Background: an optimization exercise with open tools, aiming at small area, a short achievable clock period and few clock cycles per item. Do not read the settings as production practice. In this exercise RTL edits were held to simulation tests only and were not proved equivalent to the original.

==> flow/design.v, too long to show whole: its modules and the start of the top module <==
// module npnz_engine: 440 lines
// module npnz_mac: 1133 lines
// module npnz_fa: 4 lines
// module npnz_bsel: 3 lines
module npnz_engine (
    input             clk,
    input             rst,           
    input             cmd_valid,
    output            cmd_ready,
    input      [31:0] cmd_data,
    output            rsp_valid,
    output     [31:0] rsp_data,
    output            mem_req,
    output            mem_we,
    output     [15:0] mem_addr,
    output     [15:0] mem_wdata,
    input             mem_ack,
    input      [15:0] mem_rdata
);
  // ...
==> flow/run.sh <==
#!/bin/bash
# synth_recipe.tcl (not shown) runs the flow's synth.tcl, then flattens the netlist and writes it again
# the make line also repeats each setting of config.mk as NAME=value (left out here)
make -C /OpenROAD-flow-scripts/flow DESIGN_CONFIG=/design/flow/config.mk WORK_HOME=/design/flow/orfs CLKGATE_MAP_FILE= SYNTH_SCRIPT=/design/flow/synth_recipe.tcl finish
==> flow/config.mk <==
export PLATFORM = sky130hd
export DESIGN_NAME = npnz_engine
export DESIGN_NICKNAME = npnz_engine
export VERILOG_FILES = /design/flow/design.v
export SDC_FILE = /design/flow/constraint.sdc
export NUM_CORES = 8
export LEC_CHECK = 0
export CAP_MARGIN = 20
export CORE_MARGIN = 2
export CORE_UTILIZATION = 60
export CTS_BUF_LIST = sky130_fd_sc_hd__clkbuf_8 sky130_fd_sc_hd__clkbuf_16
export CTS_CLUSTER_DIAMETER = 80
export CTS_CLUSTER_SIZE = 25
export MIN_ROUTING_LAYER = met1
export PLACE_DENSITY = 0.75
export SETUP_SLACK_MARGIN = 5
export SLEW_MARGIN = 20
export SYNTH_HIERARCHICAL = 1
export SYNTH_MINIMUM_KEEP_SIZE = 0
==> flow/constraint.sdc <==
create_clock -name core_clock -period 13.0 [get_ports {clk}]
set_input_delay 2.6000 -clock core_clock [delete_from_list [all_inputs] [get_ports {clk}]]
set_output_delay 2.6000 -clock core_clock [all_outputs]
set_load 0.01 [all_outputs]
==> flow_summary.json, run 1 <==
{
  "setup_viol": 0,
  "fin_crit_sh_pct": 62.8,
  "start_util_pct": 60.4,
  "routed_wl_um": 254000,
  "cp_max_fo": 7,
  "ctsHoldBuffers": 0,
  "crit_top_cell": "buf_6",
  "seq_cell_count": 672,
  "slew_headroom_pct": 21.8,
  "status": "no timing/DRC/antenna violations",
  "wl_met3_um": 41900,
  "critical_path_arrival_ns": 8.61,
  "antenna_found_initial": 16,
  "synth_area_um2": 58200,
  "nonClockInverterCount": 231,
  "rsz0062_at_grt": "true",
  "worstPathRequired_ns": 13.45,
  "syn-mean-instance-area_um2": 10.1,
  "multiInputGateArea_um2": 39300,
  "dp_cells": 6994,
  "synth.area.mux_share_pct": 7.36,
  "cp_num_cells": 31,
  "grt_max_degree": 74,
  "crit_start": "mr[48]",
  "synth_adder_area_share_pct": 15.2,
  "largest_register": "w",
  "die_y_um": 315,
  "firstDrtPassIters": 15,
  "n_antenna_cell": 24,
  "port_buffers": 106
}
Testbench counts, summed over its fixed seeds: cycles 19,624, items 3,352.
==> module npnz_engine, before the edit <==
module npnz_engine (
    input             clk,
    input             rst,           
    input             cmd_valid,
    output            cmd_ready,
    input      [31:0] cmd_data,
    output            rsp_valid,
    output     [31:0] rsp_data,
    output            mem_req,
    output            mem_we,
    output     [15:0] mem_addr,
    output     [15:0] mem_wdata,
    input             mem_ack,
    input      [15:0] mem_rdata
);
    localparam [3:0] OP_NOP    = 4'h0;
    localparam [3:0] OP_EVAL   = 4'h1;
    localparam [3:0] OP_EVALF  = 4'h2;
    localparam [3:0] OP_RSTH   = 4'h3;
    localparam [3:0] OP_CONFIG = 4'h4;
    localparam [3:0] OP_RDREG  = 4'h5;
    localparam [3:0] OP_WRREG  = 4'h6;
    localparam [3:0] RC_OK       = 4'd0;
    localparam [3:0] RC_ILLEGAL  = 4'd1;
    localparam [3:0] RC_ADDR     = 4'd2;
    localparam [3:0] RC_ACCESS   = 4'd3;
    localparam [3:0] RC_NOTCFG   = 4'd4;
    localparam [3:0] RC_CFGLEN   = 4'd5;
    localparam [3:0] RC_CFGBOUND = 4'd6;
    localparam [3:0] S_IDLE = 4'd0;
    localparam [3:0] S_E0W  = 4'd1;    
    localparam [3:0] S_K1   = 4'd2;
    localparam [3:0] S_K2   = 4'd3;
    localparam [3:0] S_K3   = 4'd4;
    localparam [3:0] S_K4   = 4'd5;
    localparam [3:0] S_K5   = 4'd6;    
    localparam [3:0] S_DIS  = 4'd7;    
    localparam [3:0] S_CFG  = 4'd8;
    localparam [3:0] S_P0   = 4'd9;
    localparam [3:0] S_P1   = 4'd10;
    localparam [3:0] S_P2   = 4'd11;
    localparam [3:0] S_RSP  = 4'd12;   
    localparam [3:0] S_RRD  = 4'd13;   
    localparam [1:0] RD_SMP = 2'd0;    
    localparam [1:0] RD_ALO = 2'd1;    
    localparam [1:0] RD_AHI = 2'd2;    
    localparam [1:0] RD_B   = 2'd3;    
    reg [31:0] coef_a0, coef_a1, coef_b0, coef_b1, coef_b2;
    reg [15:0] hist_e0, hist_e1, hist_e2, hist_u0, hist_u1;
    reg [15:0] preshift, postshift_a, postshift_b, postscaler;
    reg [15:0] out_min, out_max, in_offset;
    reg [15:0] ref_bind, fb_bind, act_bind;
    reg        ctrl_en;
    reg        st_configured, st_cfgerr, st_sat_err, st_sat_acc, st_sat_clamp;
    reg [3:0]  state;
    reg        fmode;         
    reg [48:0] mr;            
    reg [48:0] pb;            
    reg [47:0] t2;            
    reg [63:0] w;             
    reg [15:0] smp;           
    reg [3:0]  rcode;         
    reg [4:0]  idx;           
    reg        len_ok0;       
    reg        bad_bounds;    
    reg [1:0]  rd_kind;       
    reg op_acca, op_p1, op_pb2, op_pb1, op_t2, op_t2u1, op_p2, op_sha, op_shb;
    wire idle = (state == S_IDLE);
    assign cmd_ready = idle;
    wire [3:0]  c_op  = cmd_data[31:28];
    wire [11:0] c_ra  = cmd_data[27:16];
    wire [15:0] c_imm = cmd_data[15:0];
    wire ra_z  = (c_ra == 12'd0);
    wire imm_z = (c_imm == 16'd0);
    reg c_illegal;
    always @* begin
        case (c_op)
            OP_NOP:    c_illegal = !ra_z || !imm_z;
            OP_EVAL:   c_illegal = !ra_z;
            OP_EVALF:  c_illegal = !ra_z || !imm_z;
            OP_RSTH:   c_illegal = !ra_z || !imm_z;
            OP_CONFIG: c_illegal = !ra_z;
            OP_RDREG:  c_illegal = !imm_z;
            OP_WRREG:  c_illegal = 1'b0;
            default:   c_illegal = 1'b1;
        endcase
    end
    wire c_eval  = (c_op == OP_EVAL)  && ra_z;
    wire c_evalf = (c_op == OP_EVALF) && ra_z && imm_z;
    wire start_rd = idle && cmd_valid && st_configured &&
                    (c_evalf || (c_eval && ctrl_en));
    reg        rd_mapped;
    reg [15:0] rd_value;
    reg [1:0]  rd_src;
    reg [6:0]  rd_op;         
    always @* begin
        rd_mapped = 1'b1;
        rd_value  = 16'd0;
        rd_src    = RD_SMP;
        rd_op     = 7'd0;
        case (c_ra)
            12'h000: rd_value = {15'd0, ctrl_en};
            12'h001: rd_value = {11'd0, st_sat_clamp, st_sat_acc, st_sat_err,
                                 st_cfgerr, st_configured};
            12'h002: rd_value = ref_bind;
            12'h003: rd_value = fb_bind;
            12'h004: rd_value = act_bind;
            12'h005: rd_value = out_min;
            12'h006: rd_value = out_max;
            12'h007: rd_value = in_offset;
            12'h008: rd_value = preshift;
            12'h009: rd_value = postshift_a;
            12'h00A: rd_value = postshift_b;
            12'h00B: begin rd_src = RD_B;   rd_op = 7'b0000001; end
            12'h00C: rd_value = 16'd2;
            12'h00D: rd_value = 16'd3;
            12'h100: begin rd_src = RD_ALO; rd_op = 7'b1000000; end
            12'h101: begin rd_src = RD_AHI; rd_op = 7'b1000000; end
            12'h102: begin rd_src = RD_ALO; rd_op = 7'b0000100; end
            12'h103: begin rd_src = RD_AHI; rd_op = 7'b0000100; end
            12'h200: begin rd_src = RD_ALO; rd_op = 7'b0100000; end
            12'h201: begin rd_src = RD_AHI; rd_op = 7'b0100000; end
            12'h202: begin rd_src = RD_ALO; rd_op = 7'b0001000; end
            12'h203: begin rd_src = RD_AHI; rd_op = 7'b0001000; end
            12'h204: begin rd_src = RD_ALO; rd_op = 7'b0010000; end
            12'h205: begin rd_src = RD_AHI; rd_op = 7'b0010000; end
            12'h300: begin rd_src = RD_B;   rd_op = 7'b0100000; end
            12'h301: begin rd_src = RD_B;   rd_op = 7'b0010000; end
            12'h302: rd_value = hist_e2;
            12'h380: begin rd_src = RD_B;   rd_op = 7'b1000000; end
            12'h381: begin rd_src = RD_B;   rd_op = 7'b0000110; end
            default: rd_mapped = 1'b0;
        endcase
    end
    wire wr_writable = (c_ra <= 12'h004);
    wire st_wr  = (state == S_K5) || (state == S_DIS);
    wire sel_fb = (idle && cmd_data[29]) || (state == S_E0W && fmode);
    assign mem_req  = start_rd || st_wr || (state == S_E0W) || (state == S_CFG) ||
                      (state == S_K1 && fmode);
    assign mem_we   = st_wr;
    assign mem_addr = st_wr ? act_bind :
                      (state == S_CFG) ? smp :
                      sel_fb ? fb_bind : ref_bind;
    wire stall = !idle && mem_req && !mem_ack;
    wire cfg_len_bad = (idx == 5'd1) && (!len_ok0 || mem_rdata != 16'd3);
    reg [3:0] nstate;
    reg       nfmode;
    always @* begin
        nstate = state;
        nfmode = fmode;
        if (rst) begin
            nstate = S_IDLE;
        end else if (!stall) begin
            case (state)
            S_IDLE: if (cmd_valid) begin
                nfmode = c_op[1];
                if (!c_illegal) begin
                    case (c_op)
                    OP_EVAL, OP_EVALF:
                        if (st_configured) begin
                            if (!ctrl_en && (!c_op[1] || mem_ack)) nstate = S_DIS;
                            else nstate = mem_ack ? S_K1 : S_E0W;
                        end
                    OP_CONFIG: nstate = S_CFG;
                    OP_RDREG:  nstate = S_RRD;
                    default: ;
                    endcase
                end
            end
            S_E0W:  nstate = (fmode && !ctrl_en) ? S_DIS : S_K1;
            S_K1:   nstate = S_K2;
            S_K2:   nstate = S_K3;
            S_K3:   nstate = S_K4;
            S_K4:   nstate = S_K5;
            S_K5:   nstate = S_IDLE;
            S_DIS:  nstate = S_IDLE;
            S_CFG:  nstate = cfg_len_bad ? S_RSP :
                             ((idx == 5'd11 && bad_bounds) || idx == 5'd21) ? S_P0 : S_CFG;
            S_P0:   nstate = S_P1;
            S_P1:   nstate = S_P2;
            S_P2:   nstate = S_RSP;
            default: nstate = S_IDLE;
            endcase
        end
    end
    wire nrrd = (nstate == S_RRD);
    always @(posedge clk) begin
        state   <= nstate;
        fmode   <= nfmode;
        op_acca <= (nstate == S_IDLE) || (nstate == S_E0W) || (nrrd && rd_op[6]);
        op_sha  <= (nstate == S_K1);
        op_p1   <= (nstate == S_K1 && !nfmode) || (nstate == S_K2 &&  nfmode) || (nrrd && rd_op[5]);
        op_pb2  <= (nstate == S_K2 && !nfmode) || (nstate == S_K3 &&  nfmode) || (nstate == S_P0) ||
                   (nrrd && rd_op[4]);
        op_pb1  <= (nstate == S_K4 && !nfmode) || (nstate == S_K5 &&  nfmode) || (nstate == S_P1) ||
                   (nrrd && rd_op[3]);
        op_t2   <= (nstate == S_K5 && !nfmode) || (nstate == S_K1 &&  nfmode) || (nstate == S_P2) ||
                   (nrrd && rd_op[2]);
        op_t2u1 <= (nstate == S_P2) || (nrrd && rd_op[1]);
        op_p2   <= (nstate == S_K3 && !nfmode) || (nstate == S_K4 &&  nfmode) || (nrrd && rd_op[0]);
        op_shb  <= (nstate == S_K2 && !nfmode) || (nstate == S_K3 &&  nfmode);
    end
    wire [15:0] e_s = idle ? c_imm : smp;
    wire signed [17:0] err_full = $signed({{2{mem_rdata[15]}}, mem_rdata})
                                - $signed({{2{e_s[15]}}, e_s})
                                + $signed({{2{in_offset[15]}}, in_offset});
    wire err_ok = (err_full[17:15] == 3'b000) || (err_full[17:15] == 3'b111);
    wire [15:0] err_sat = err_ok ? err_full[15:0] : (err_full[17] ? 16'h8000 : 16'h7FFF);
    wire [31:0] ma = ({32{op_acca}} & coef_a0) |
                     ({32{op_p1}}   & coef_b0) |
                     ({32{op_pb2}}  & coef_b2) |
                     ({32{op_pb1}}  & coef_b1) |
                     ({32{op_t2}}   & coef_a1) |
                     ({32{op_p2}}   & mr[31:0]);
    wire [15:0] mb = ({16{op_acca || (op_t2 && !op_t2u1)}} & hist_u0) |
                     ({16{op_p1 || op_pb1}} & hist_e0) |
                     ({16{op_pb2}}          & hist_e1) |
                     ({16{op_p2}}           & postscaler) |
                     ({16{op_t2u1}}         & hist_u1);
    wire [48:0] mc = ({49{op_acca}} & {t2[47], t2}) |
                     ({49{op_p1 || op_pb1}} & pb);
    wire [48:0] m_out;
    npnz_mac u_mac (.a(ma), .b(mb), .c(mc), .p(m_out));
    wire        nshb   = (state == S_K1 && !fmode) || (state == S_K2 && fmode);
    wire [15:0] ps_nx  = nshb ? postshift_b : postshift_a;
    wire signed [17:0] r_full = $signed({2'b00, ps_nx}) - $signed({{2{preshift[15]}}, preshift});
    reg  [6:0] r_ns, r_s;
    always @(posedge clk) begin
        r_ns <= (r_full < -18'sd63) ? 7'd0 : (r_full > 18'sd64) ? 7'd127 : r_full[6:0] + 7'd63;
        r_s  <= 7'd48 + ((ps_nx[15:6] != 10'd0) ? 7'd63 : {1'b0, ps_nx[5:0]});
    end
    wire        acc_s  = mr[48];
    wire        p_neg  = preshift[15];
    wire        p_big  = !p_neg && (preshift[14:6] != 9'd0);      
    wire [5:0]  m_lo   = ~preshift[5:0];                          
    reg  [63:0] pmask;
    integer     k;
    always @* begin
        for (k = 0; k < 64; k = k + 1)
            pmask[k] = p_big || (k[5:0] >= m_lo);
    end
    wire sh_sat = !p_neg && ((|((mr[47:0] ^ {48{acc_s}}) & pmask[47:0])) || (p_big && acc_s));
    wire [6:0]   r_amt  = sh_sat ? r_s : r_ns;
    wire [48:0]  sh_in  = sh_sat ? {acc_s, {48{~acc_s}}} : mr;
    wire         sh_fill = sh_sat & ~acc_s;
    wire [190:0] z0 = {{79{acc_s}}, sh_in, {63{sh_fill}}};
    wire [190:0] z1 = r_amt[0] ? {acc_s, z0[190:1]} : z0;
    wire [190:0] z2 = r_amt[1] ? {{2{acc_s}}, z1[190:2]} : z1;
    wire [190:0] z3 = r_amt[2] ? {{4{acc_s}}, z2[190:4]} : z2;
    wire [190:0] z4 = r_amt[3] ? {{8{acc_s}}, z3[190:8]} : z3;
    wire [190:0] z5 = r_amt[4] ? {{16{acc_s}}, z4[190:16]} : z4;
    wire [190:0] z6 = r_amt[5] ? {{32{acc_s}}, z5[190:32]} : z5;
    wire [190:0] z7 = r_amt[6] ? {{64{acc_s}}, z6[190:64]} : z6;
    wire [63:0]  sh_out = z7[63:0];
    wire [32:0] lo_sum = {1'b0, sh_out[31:0]} + {1'b0, w[31:0]};
    wire        c_lo   = lo_sum[32];
    wire [32:0] ha_ = {sh_out[63], sh_out[63:32]};
    wire [32:0] hb_ = {w[63], w[63:32]};
    wire [32:0] hx  = ha_ ^ hb_;
    wire hi_zero = (hx[0] == c_lo) && (hx[32:1] == (ha_[31:0] | hb_[31:0]));
    wire hi_ones = (hx[0] != c_lo) && (~hx[32:1] == (ha_[31:0] & hb_[31:0]));
    wire        c32_ok = lo_sum[31] ? hi_ones : hi_zero;
    reg  [31:0] cg, cp;
    integer     n;
    always @* begin
        cg = {1'b0, sh_out[62:32] & w[62:32]};
        cp = {1'b1, sh_out[62:32] | w[62:32]};
        for (n = 16; n >= 1; n = n / 2)
            for (k = 0; k < n; k = k + 1) begin
                cg[k] = cg[2*k+1] | (cp[2*k+1] & cg[2*k]);
                cp[k] = cp[2*k+1] & cp[2*k];
            end
    end
    wire        c63 = cg[0] | (cp[0] & c_lo);
    wire        c64 = (sh_out[63] & w[63]) | (c63 & (sh_out[63] ^ w[63]));
    wire        sum_sign = sh_out[63] ^ w[63] ^ c64;
    wire        sum_ovf  = c63 ^ c64;
    wire [31:0] c32 = c32_ok ? lo_sum[31:0] : (sum_sign ? 32'h8000_0000 : 32'h7FFF_FFFF);
    wire p2_ok = (&mr[48:30]) || (~|mr[48:30]);
    wire [15:0] y_raw = mr[30:15];
    wire dis   = (state == S_DIS);
    wire cl_hi = ($signed(y_raw) > $signed(out_max));
    wire cl_lo = ($signed(y_raw) < $signed(out_min));
    wire y_min = dis || (p2_ok ? cl_lo : mr[48]);
    wire y_max = p2_ok ? cl_hi : !mr[48];
    wire [15:0] y_out = y_min ? out_min : y_max ? out_max : y_raw;
    wire f_clamp = p2_ok ? (cl_lo || cl_hi) :
                   mr[48] ? (out_min != 16'h8000) : (out_max != 16'h7FFF);
    assign mem_wdata = y_out;
    wire   c_busy    = !c_illegal && ((c_op == OP_CONFIG) || (c_op == OP_RDREG) ||
                                      ((c_op == OP_EVAL || c_op == OP_EVALF) && st_configured));
    wire   rsp_now   = idle && cmd_valid && !c_busy;
    reg [3:0]  now_code;
    always @* begin
        now_code = RC_OK;
        if (c_illegal) now_code = RC_ILLEGAL;
        else case (c_op)
            OP_EVAL, OP_EVALF: now_code = RC_NOTCFG;
            OP_WRREG: now_code = !rd_mapped ? RC_ADDR : !wr_writable ? RC_ACCESS : RC_OK;
            default: ;
        endcase
    end
    wire        rsp_cfg = (state == S_RSP);
    wire        rsp_rd  = (state == S_RRD);
    wire [15:0] rd_out  = (rd_kind == RD_ALO) ? ma[15:0] :
                          (rd_kind == RD_AHI) ? ma[31:16] :
                          (rd_kind == RD_B)   ? mb : smp;
    assign rsp_valid = rsp_now || rsp_cfg || rsp_rd || (st_wr && mem_ack);
    assign rsp_data  = {12'd0, idle ? now_code : (rsp_cfg || rsp_rd) ? rcode : 4'd0,
                        st_wr ? y_out : rsp_rd ? rd_out : 16'd0};
    wire push_e = !rst && mem_ack &&
                  ((idle && cmd_valid && !c_op[1] && start_rd) ||
                   (state == S_E0W && !fmode) ||
                   (state == S_K1 && fmode));
    wire keep_pt = !rsp_rd;
    always @(posedge clk)
        w <= sh_out;
    always @(posedge clk) begin
        if (push_e) begin
            hist_e0 <= err_sat;
            hist_e1 <= hist_e0;
            hist_e2 <= hist_e1;
        end
        if (rst) begin
            ctrl_en       <= 1'b0;
            st_configured <= 1'b0;
            st_cfgerr     <= 1'b0;
            st_sat_err    <= 1'b0;
            st_sat_acc    <= 1'b0;
            st_sat_clamp  <= 1'b0;
        end else if (!stall) begin
            if (push_e && !err_ok) st_sat_err <= 1'b1;
            if (op_acca || op_p1 || op_p2) mr <= m_out;
            if ((op_pb2 || op_pb1) && keep_pt) pb <= m_out;
            if (op_t2 && keep_pt) t2 <= m_out[47:0];
            if (op_sha && sh_sat) st_sat_acc <= 1'b1;
            if (op_shb) begin
                mr[31:0] <= c32;
                if (sh_sat || sum_ovf) st_sat_acc <= 1'b1;
            end
            case (state)
            S_IDLE: if (cmd_valid) begin
                if (!c_illegal) begin
                    case (c_op)
                    OP_EVAL, OP_EVALF: begin
                        smp <= c_op[1] ? mem_rdata : c_imm;
                    end
                    OP_RSTH: begin
                        hist_e0 <= 16'd0; hist_e1 <= 16'd0; hist_e2 <= 16'd0;
                        hist_u0 <= 16'd0; hist_u1 <= 16'd0;
                        pb <= 49'd0;
                        t2 <= 48'd0;
                    end
                    OP_CONFIG: begin
                        smp   <= c_imm;
                        idx   <= 5'd0;
                        rcode <= RC_OK;
                    end
                    OP_RDREG: begin
                        smp     <= rd_value;
                        rd_kind <= rd_src;
                        rcode   <= rd_mapped ? RC_OK : RC_ADDR;
                    end
                    OP_WRREG: begin
                        if (rd_mapped && wr_writable) begin
                            case (c_ra[2:0])
                                3'd0: ctrl_en <= c_imm[0];
                                3'd1: begin
                                    if (c_imm[1]) st_cfgerr    <= 1'b0;
                                    if (c_imm[2]) st_sat_err   <= 1'b0;
                                    if (c_imm[3]) st_sat_acc   <= 1'b0;
                                    if (c_imm[4]) st_sat_clamp <= 1'b0;
                                end
                                3'd2: ref_bind <= c_imm;
                                3'd3: fb_bind  <= c_imm;
                                default: act_bind <= c_imm;
                            endcase
                        end
                    end
                    default: ;  
                    endcase
                end
            end
            S_E0W: if (fmode) smp <= mem_rdata;
            S_K5: begin
                hist_u0 <= y_out;
                hist_u1 <= hist_u0;
                if (f_clamp) st_sat_clamp <= 1'b1;
                if (!p2_ok) st_sat_acc <= 1'b1;
            end
            S_CFG: begin
                smp <= smp + 16'd1;
                idx <= idx + 5'd1;
                case (idx)
                5'd0: len_ok0 <= (mem_rdata == 16'd2);
                5'd1: if (cfg_len_bad) begin
                    st_cfgerr <= 1'b1;
                    rcode     <= RC_CFGLEN;
                end
                5'd2, 5'd3, 5'd4: pb[47:0] <= {pb[31:0], mem_rdata};
                5'd5, 5'd6: t2[31:0] <= {t2[15:0], mem_rdata};
                5'd7: begin
                    bad_bounds <= ($signed(t2[15:0]) > $signed(mem_rdata));
                    if (!($signed(t2[15:0]) > $signed(mem_rdata))) begin
                        preshift    <= pb[47:32];
                        postshift_a <= pb[31:16];
                        postshift_b <= pb[15:0];
                        postscaler  <= t2[31:16];
                        out_min     <= t2[15:0];
                        out_max     <= mem_rdata;
                    end
                end
                5'd8:  if (!bad_bounds) in_offset <= mem_rdata;
                5'd9:  if (!bad_bounds) ref_bind  <= mem_rdata;
                5'd10: if (!bad_bounds) fb_bind   <= mem_rdata;
                5'd11: if (!bad_bounds) act_bind  <= mem_rdata;
                       else begin
                           st_cfgerr <= 1'b1;
                           rcode     <= RC_CFGBOUND;
                       end
                5'd12: coef_a0[15:0]  <= mem_rdata;
                5'd13: coef_a0[31:16] <= mem_rdata;
                5'd14: coef_a1[15:0]  <= mem_rdata;
                5'd15: coef_a1[31:16] <= mem_rdata;
                5'd16: coef_b0[15:0]  <= mem_rdata;
                5'd17: coef_b0[31:16] <= mem_rdata;
                5'd18: coef_b1[15:0]  <= mem_rdata;
                5'd19: coef_b1[31:16] <= mem_rdata;
                5'd20: coef_b2[15:0]  <= mem_rdata;
                default: begin
                    coef_b2[31:16] <= mem_rdata;
                    st_configured  <= 1'b1;
                end
                endcase
            end
            default: ;
            endcase
        end
    end
endmodule
==> run 2, diff against run 1 <==
--- a/flow/design.v
+++ b/flow/design.v
@@ -144,4 +144,11 @@
     wire stall = !idle && mem_req && !mem_ack;
     wire cfg_len_bad = (idx == 5'd1) && (!len_ok0 || mem_rdata != 16'd3);
+    reg  [15:0] smp_carry;
+    integer     q;
+    always @* begin
+        smp_carry[0] = 1'b1;
+        for (q = 1; q < 16; q = q + 1)
+            smp_carry[q] = smp_carry[q-1] & smp[q-1];
+    end
     reg [3:0] nstate;
     reg       nfmode;
@@ -224,8 +231,8 @@
     wire        nshb   = (state == S_K1 && !fmode) || (state == S_K2 && fmode);
     wire [15:0] ps_nx  = nshb ? postshift_b : postshift_a;
-    wire signed [17:0] r_full = $signed({2'b00, ps_nx}) - $signed({{2{preshift[15]}}, preshift});
+    wire [17:0] r_full = {2'b00, ps_nx} + {~{2{preshift[15]}}, ~preshift} + 18'd64;
     reg  [6:0] r_ns, r_s;
     always @(posedge clk) begin
-        r_ns <= (r_full < -18'sd63) ? 7'd0 : (r_full > 18'sd64) ? 7'd127 : r_full[6:0] + 7'd63;
+        r_ns <= r_full[17] ? 7'd0 : (r_full[16:7] != 10'd0) ? 7'd127 : r_full[6:0];
         r_s  <= 7'd48 + ((ps_nx[15:6] != 10'd0) ? 7'd63 : {1'b0, ps_nx[5:0]});
     end
@@ -390,5 +397,5 @@
             end
             S_CFG: begin
-                smp <= smp + 16'd1;
+                smp <= smp ^ smp_carry;
                 idx <= idx + 5'd1;
                 case (idx)
--- a/flow/config.mk
+++ b/flow/config.mk
@@ -9,7 +9,4 @@
 export CORE_MARGIN = 2
 export CORE_UTILIZATION = 60
-export CTS_BUF_LIST = sky130_fd_sc_hd__clkbuf_8 sky130_fd_sc_hd__clkbuf_16
-export CTS_CLUSTER_DIAMETER = 80
-export CTS_CLUSTER_SIZE = 25
 export MIN_ROUTING_LAYER = met1
 export PLACE_DENSITY = 0.75
==> run 2 against run 1 <==
Wire length is essentially flat. Register-to-register slack gained 0.20 ns. Critical endpoint is now rsp_data[8]. Global-route usage is essentially flat. Via count shrank 0.51%.
==> flow_summary.json, run 2 <==
{
  "status": "no timing/DRC/antenna violations",
  "multiInputGateArea_um2": 38800,
  "port_buffers": 106,
  "final_cell_mix": "nand2_1 (600), edfxtp_1 (526), xnor2_1 (358)",
  "fin_nets": 6513,
  "ys_top_cells_by_area": "edfxtp_1 (27%), fa_1 (9.4%), ha_1 (6.4%), a22oi_2 (5.7%), xnor2_1 (5.5%)",
  "regArea_um2": 18700,
  "fmax_mhz": 125,
  "synth-main-ff-cell": "edfxtp_1",
  "worstSetupStartpointType": "register",
  "cts.sinks": 672,
  "avgRoutedWirePerCell_um": 35.1,
  "post_dp_cell_area_um2": 61200,
  "synth-edff-count": 526,
  "globalRouteOverflowTotal": 0,
  "routed_wl_um": 254000,
  "slew_headroom_pct": 20.1,
  "drive_gt1_share_pct": 16.8,
  "yosysSeqAreaShare_pct": 32.1,
  "die_w_um": 316,
  "drtAntennaViolNets": 0,
  "path_clk_slew_ns": 0.06,
  "cp_max_fo": 16,
  "synth_async_sr_flop_share_pct": 0,
  "fin_crit_ns": 8.00,
  "firstDrtPassIters": 10,
  "skew_ns": 0.0977,
  "critical_path_arrival_ns": 5.40,
  "yosysMostFrequentCell": "nand2_1",
  "mostFrequentLayoutCell": "nand2_1",
  "core_area_um2": 96400,
  "fillers": 7455,
  "synth_cell_types": 106,
  "vias": 54126,
  "synth_common_cells": "nand2_1 (611), edfxtp_1 (526), xnor2_1 (364)",
  "ys_seq_elements": 672,
  "clockBufferDepth": 3,
  "timing_hold_violations_final": 0,
  "yosysTopAreaCell": "edfxtp_1",
  "slew_violations": 0,
  "top_regs": "w: 64 flops, mr: 49 flops, pb: 49 flops",
  "crit_path_end_kind": "output port",
  "numCtsBuffers": 76,
  "clock_latency_ns": 0.73,
  "die_y_um": 316,
  "crit_type": "reg -> out",
  "rows": 114,
  "drcViolationCount": 0,
  "grt_max_degree": 66,
  "start_util_pct": 60.4,
  "ys_warn_count": 7,
  "fin_crit_sh_pct": 61.5,
  "worstMarginPinSlew_ns": 1.19,
  "grt_usage_pct": 49.4,
  "syn-mean-instance-area_um2": 10.1,
  "largest_register_ffs": 64,
  "drt_iter0_markers": 9555,
  "grt_pass1_wl_um": 355000,
  "worstPathRequired_ns": 10.40,
  "maxCapViolations": 0,
  "cts_tree": "built",
  "synth_top_cell_area_share_pct": 27.1,
  "die_area_um2": 99600,
  "area.growth.synth_to_final_pct": 13.0,
  "ios": 120,
  "htreeDepth": 3,
  "cts-root-buf": "clkbuf_16",
  "setup_tns_ns": 0,
  "setup_viol": 0,
  "dp_hpwl_um": 181000,
  "min_path_type": "reg -> reg",
  "grt_pass1_vias": 50041,
  "syn_inst": 5778,
  "gp_congestion": 1.11,
  "final_cell_area_um2": 65800,
  "rsz0062_at_grt": "true",
  "synth_area_um2": 58200,
  "antenna_found_initial": 23,
  "largest_register": "w",
  "post_drt_via_cell_ratio": 7.48
}
run 2: path summary, 6_finish.rpt:
check | slack, ns | start | depth (start not counted) | endpoint
worst max-delay path | 5.00 | mr[17] | 14 | rsp_data[8]
worst min-delay path | 0.46 | hist_e2[3] | 2 | hist_e2[3]
worst min register to register | 0.46 | hist_e2[3] | 2 | hist_e2[3]
worst max register to register | 5.04 | preshift[3] | 28 | mr[13]
run 2: kinds of logic (layout without fill, tap and decap cells):
group | Yosys count | count (layout) | share of synthesized area [%]
other cells | 2 | 32 | 0.0129
xor+xnor | 458 | 458 | 6.89
mux | 345 | 349 | 7.31
buf+inv | 557 | 703 | 3.84
compound gates | 1708 | 1709 | 22.4
fa+ha+maj | 572 | 572 | 15.8
flops | 672 | 672 | 32.1
simple gates | 1464 | 1468 | 11.6
run 2: layout make-up:
type / count / area share [%]
Multi-Input combinational cell: 4575 / 58.9
Sequential cell: 672 / 28.5
Timing Repair Buffer: 353 / 4.98
Clock buffer: 98 / 3.03
Tap cell: 1276 / 2.43
Inverter: 211 / 1.20
Clock inverter: 41 / 0.895
Antenna cell: 13 / 0.0494
run 2: metrics by stage:
stage	utilization, %	setup WS (ns)	cells	hold WS, ns
after detailed placement	63.5	2.47	6991	0.449
after CTS	67.2	5.01	7176	0.456
after global placement	63.5	2.54	6991	0.442
final	68.3	5.00	7239	0.459
after floorplan	-	5.05	5795	0.436
after global routing	68.2	4.86	7227	0.478
run 2: what timing repair did:
item	CTS	global route
setup buffers	41	41
hold buffers	0	0
pin swaps	9	19
endpoints found under the setup margin	135	101
hold endpoints to repair	0	0
cloned	5	7
resized for setup	119	126
run 2: routing by layer:
| layer | track usage [%] | routed length [um] | vias to the layer above |
|---|---|---|---|
| li1 | - | - | 21909 |
| met4 | 29.7 | 21100 | 34 |
| met2 | 69.1 | 102000 | 4886 |
| met1 | 63.3 | 87100 | 26143 |
| met3 | 21.0 | 42500 | 1154 |
| met5 | 1.61 | 640 | - |
run 2: worst max-delay path, cell delays in order (launching register included):
cell	delay [ns]
edfxtp_1	0.74
ha_1	0.37
a21oi_1	0.14
o22ai_1	0.10
o21a_1	0.17
o21a_1	0.16
o21a_1	0.15
o21ai_0	0.15
a21oi_1	0.09
o21ai_0	0.32
mux2_4	0.45
mux2i_2	0.59
mux2i_1	0.14
o21ai_0	0.46
clkdlybuf4s50_1	0.65
run 2: Yosys stat by module (local to each module, per instance):
module / copies in the design / flip-flops and latches / cell area [um^2]
npnz_mac: 1 / 0 / 3490
npnz_fa: 239 / 0 / 20.0
npnz_bsel: 264 / 0 / 21.3
npnz_engine: 1 / 672 / 44300
Testbench counts of run 2, summed over its fixed seeds: cycles 19,624, items 3,352.
==> run 3, diff against run 2 <==
--- a/flow/config.mk
+++ b/flow/config.mk
@@ -8,7 +8,7 @@
 export CAP_MARGIN = 20
 export CORE_MARGIN = 2
-export CORE_UTILIZATION = 60
+export CORE_UTILIZATION = 65
 export MIN_ROUTING_LAYER = met1
-export PLACE_DENSITY = 0.75
+export PLACE_DENSITY = 0.8
 export SETUP_SLACK_MARGIN = 5
 export SLEW_MARGIN = 20
==> run 3 against run 2 <==
Maximum frequency shrank 2.1%. Worst setup slack lost 0.17 ns. Still clean. Sequential share of layout area is essentially flat. Largest cell class unchanged. Highest routed layer unchanged.
==> flow_summary.json, run 3 <==
{
  "grt_pass1_vias": 52460,
  "final_cell_area_um2": 65900,
  "final_cells": 7154,
  "yosysSeqAreaShare_pct": 32.1,
  "grt_max_degree": 66,
  "largest_register_ffs": 64,
  "numCtsBuffers": 75,
  "synth_adder_area_share_pct": 15.8,
  "maxCapViolations": 0,
  "htreeDepth": 3,
  "largest_register": "w",
  "rows": 109,
  "pre_cts_slack_ns": 2.84,
  "cts-root-buf": "clkbuf_16",
  "post_drt_via_cell_ratio": 7.89,
  "status": "no timing/DRC/antenna violations",
  "synth_cell_types": 106,
  "synth_top_cell_area_share_pct": 27.1,
  "slew_headroom_pct": 10.5,
  "gp_congestion": 1.12,
  "synth.area.mux_share_pct": 7.31,
  "grt_pass1_wl_um": 364000,
  "dp_hpwl_um": 178000,
  "grt_usage_pct": 54.8,
  "crit_path_end_kind": "register",
  "post_dp_cell_area_um2": 61100,
  "whs_ns": 0.471,
  "synth_compound_area_share_pct": 22.4,
  "syn-mean-instance-area_um2": 10.1,
  "ctsHoldBuffers": 0,
  "min_path_type": "reg -> reg",
  "routed_wl_um": 260000,
  "ios": 120,
  "synth_common_cells": "nand2_1 (611), edfxtp_1 (526), xnor2_1 (364)",
  "drt_iter0_markers": 11056,
  "area.growth.synth_to_final_pct": 13.1,
  "drcViolationCount": 0,
  "drtAntennaViolNets": 0,
  "ys_top_cells_by_area": "edfxtp_1 (27%), fa_1 (9.4%), ha_1 (6.4%), a22oi_2 (5.7%), xnor2_1 (5.5%)",
  "setup_tns_ns": 0,
  "slew_violations": 0,
  "syn_inst": 5778,
  "path_clk_slew_ns": 0.06,
  "final_cell_mix": "nand2_1 (603), edfxtp_1 (526), xnor2_1 (356)",
  "antenna_found_initial": 23,
  "multiInputGateArea_um2": 38700,
  "rsz0062_at_grt": "true",
  "drive_gt1_share_pct": 17.0,
  "fin_nets": 6536,
  "ys_warn_count": 7,
  "cp_max_fo": 26,
  "die_w_um": 303,
  "fillers": 5938,
  "worstSetupStartpointType": "register",
  "setup_viol": 0,
  "start_util_pct": 65.7,
  "firstDrtPassIters": 12,
  "critical_path_arrival_ns": 8.66,
  "yosysMostFrequentCell": "nand2_1",
  "synth_area_um2": 58200,
  "globalRouteOverflowTotal": 0,
  "die_area_um2": 92000,
  "worstMarginPinSlew_ns": 1.33,
  "yosysTopAreaCell": "edfxtp_1",
  "cts_tree": "built",
  "fin_util_pct": 74.3,
  "port_buffers": 106,
  "ys_seq_elements": 672,
  "fin_crit_ns": 8.17,
  "layout_setup_ws_ns": 4.83,
  "mostFrequentLayoutCell": "nand2_1",
  "die_y_um": 303,
  "cts.sinks": 672,
  "timing_hold_violations_final": 0,
  "avgRoutedWirePerCell_um": 36.4,
  "regArea_um2": 18700,
  "synth_xor_xnor_area_share_pct": 6.89,
  "top_regs": "w: 64 flops, mr: 49 flops, pb: 49 flops",
  "synthSimpleGateAreaFrac_pct": 11.6,
  "synth_top_family_by_area": "compound AO/OA/AOI/OAI gates",
  "clock_latency_ns": 0.72,
  "vias": 56422,
  "fmax_mhz": 122,
  "synth-main-ff-cell": "edfxtp_1",
  "crit_type": "reg -> reg",
  "fin_crit_sh_pct": 62.8,
  "worstPathRequired_ns": 13.50,
  "dp_cells": 6876,
  "skew_ns": 0.0879,
  "synth-edff-count": 526,
  "synth_async_sr_flop_share_pct": 0,
  "core_area_um2": 88600,
  "clockBufferDepth": 3
}
## run 3: cell counts after synthesis
No cell type changed its count.
## run 3: final cells by class
type	instances	area share [%]
inverters	211	1.21
well taps	1165	2.21
repair buffers	377	5.28
repair inverters	1	0.00760
diodes	17	0.0646
clock inverters	47	0.948
multi-input cells	4574	58.8
clock buffers	90	3.03
flip-flops and latches	672	28.4
## run 3: cell families after synthesis
kind of cell | count (synthesis)
adders and majority gates | 572
AOI/OAI and AO/OA | 1708
buffers and inverters | 557
and+or+nand+nor | 1464
xor gates and xnor gates | 458
other | 2
muxes | 345
DFF | 672
## run 3: Yosys stat by module, one instance, submodules excluded
module,times used,area [um^2]
npnz_bsel,264,21.3
npnz_mac,1,3490
npnz_fa,239,20.0
npnz_engine,1,44300
## run 3: repair_timing
item,CTS,global route
setup buffers,51,57
pin swaps,17,36
cloned,7,6
setup endpoints to repair,140,116
gates resized for setup,105,159
## run 3: metal layers
layer / global-route usage [%] / share of wire [%]
met1: 67.4 / 33
met2: 74.8 / 39
met3: 27.1 / 19
met4: 38.2 / 9.6
met5: 1.04 / 0.041
## run 3: worst max-delay path, cell delays in order, from the launching register on
cell	delay, ns
dfxtp_4	0.47
buf_4	0.34
a22oi_1	0.73
nand3_1	0.52
buf_4	0.40
a22oi_2	0.17
xnor2_1	0.17
ha_1	0.31
fa_1	0.40
fa_1	0.45
fa_1	0.58
fa_1	0.44
ha_1	0.40
a21oi_1	0.26
o21ai_0	0.17
a32oi_1	0.24
a21oi_1	0.11
nor3_2	0.27
o221ai_2	0.20
a221o_2	0.47
xor2_1	0.53
mux2i_1	0.15
o21ai_0	0.18
## run 3: worst paths after layout
kind | start | endpoint | slack [ns] | depth (start not counted)
hold / removal | hist_e0[4] | hist_e1[4] | 0.47 | 2
setup / recovery | op_p2 | pb[37] | 4.83 | 22
setup reg to reg | op_p2 | pb[37] | 4.83 | 22
hold reg to reg | hist_e0[4] | hist_e1[4] | 0.47 | 2

-- re-timing with driven ports --
Ports are ideal in the flow. The routed layouts listed here were re-timed in OpenROAD. Step 1 assumes that a clkbuf_16 drives the clock port and a buf_2 every other input. Step 2 moves the port delays by t, midway between the first and last clock arrival at a register: inputs arrive t later, outputs are due t later. That takes back most of the time a late clock gives input paths. Three values: ideal ports, drivers, drivers and shift; two values: the first two.
| run | t (ns) | setup slack, ns | clock arrival spread, ns | worst register clock-pin slew, ns | worst slew at a driven data input, ns |
|---|---|---|---|---|---|
| run 1 | 0.758 | 4.838 / 4.838 / 4.688 | 0.063 / 0.062 | 0.11 / 0.11 | 0.09 |
| run 2 | 0.758 | 5.000 / 4.921 / 4.459 | 0.098 / 0.098 | 0.07 / 0.07 | 0.04 |
| run 3 | 0.758 | 4.833 / 4.833 / 4.380 | 0.090 / 0.089 | 0.11 / 0.11 | 0.04 |
After both steps setup and hold are still met in every run listed. For run 2, which loses most, drivers alone change the setup slack by -0.079 ns; drivers and shift together by -0.541 ns.
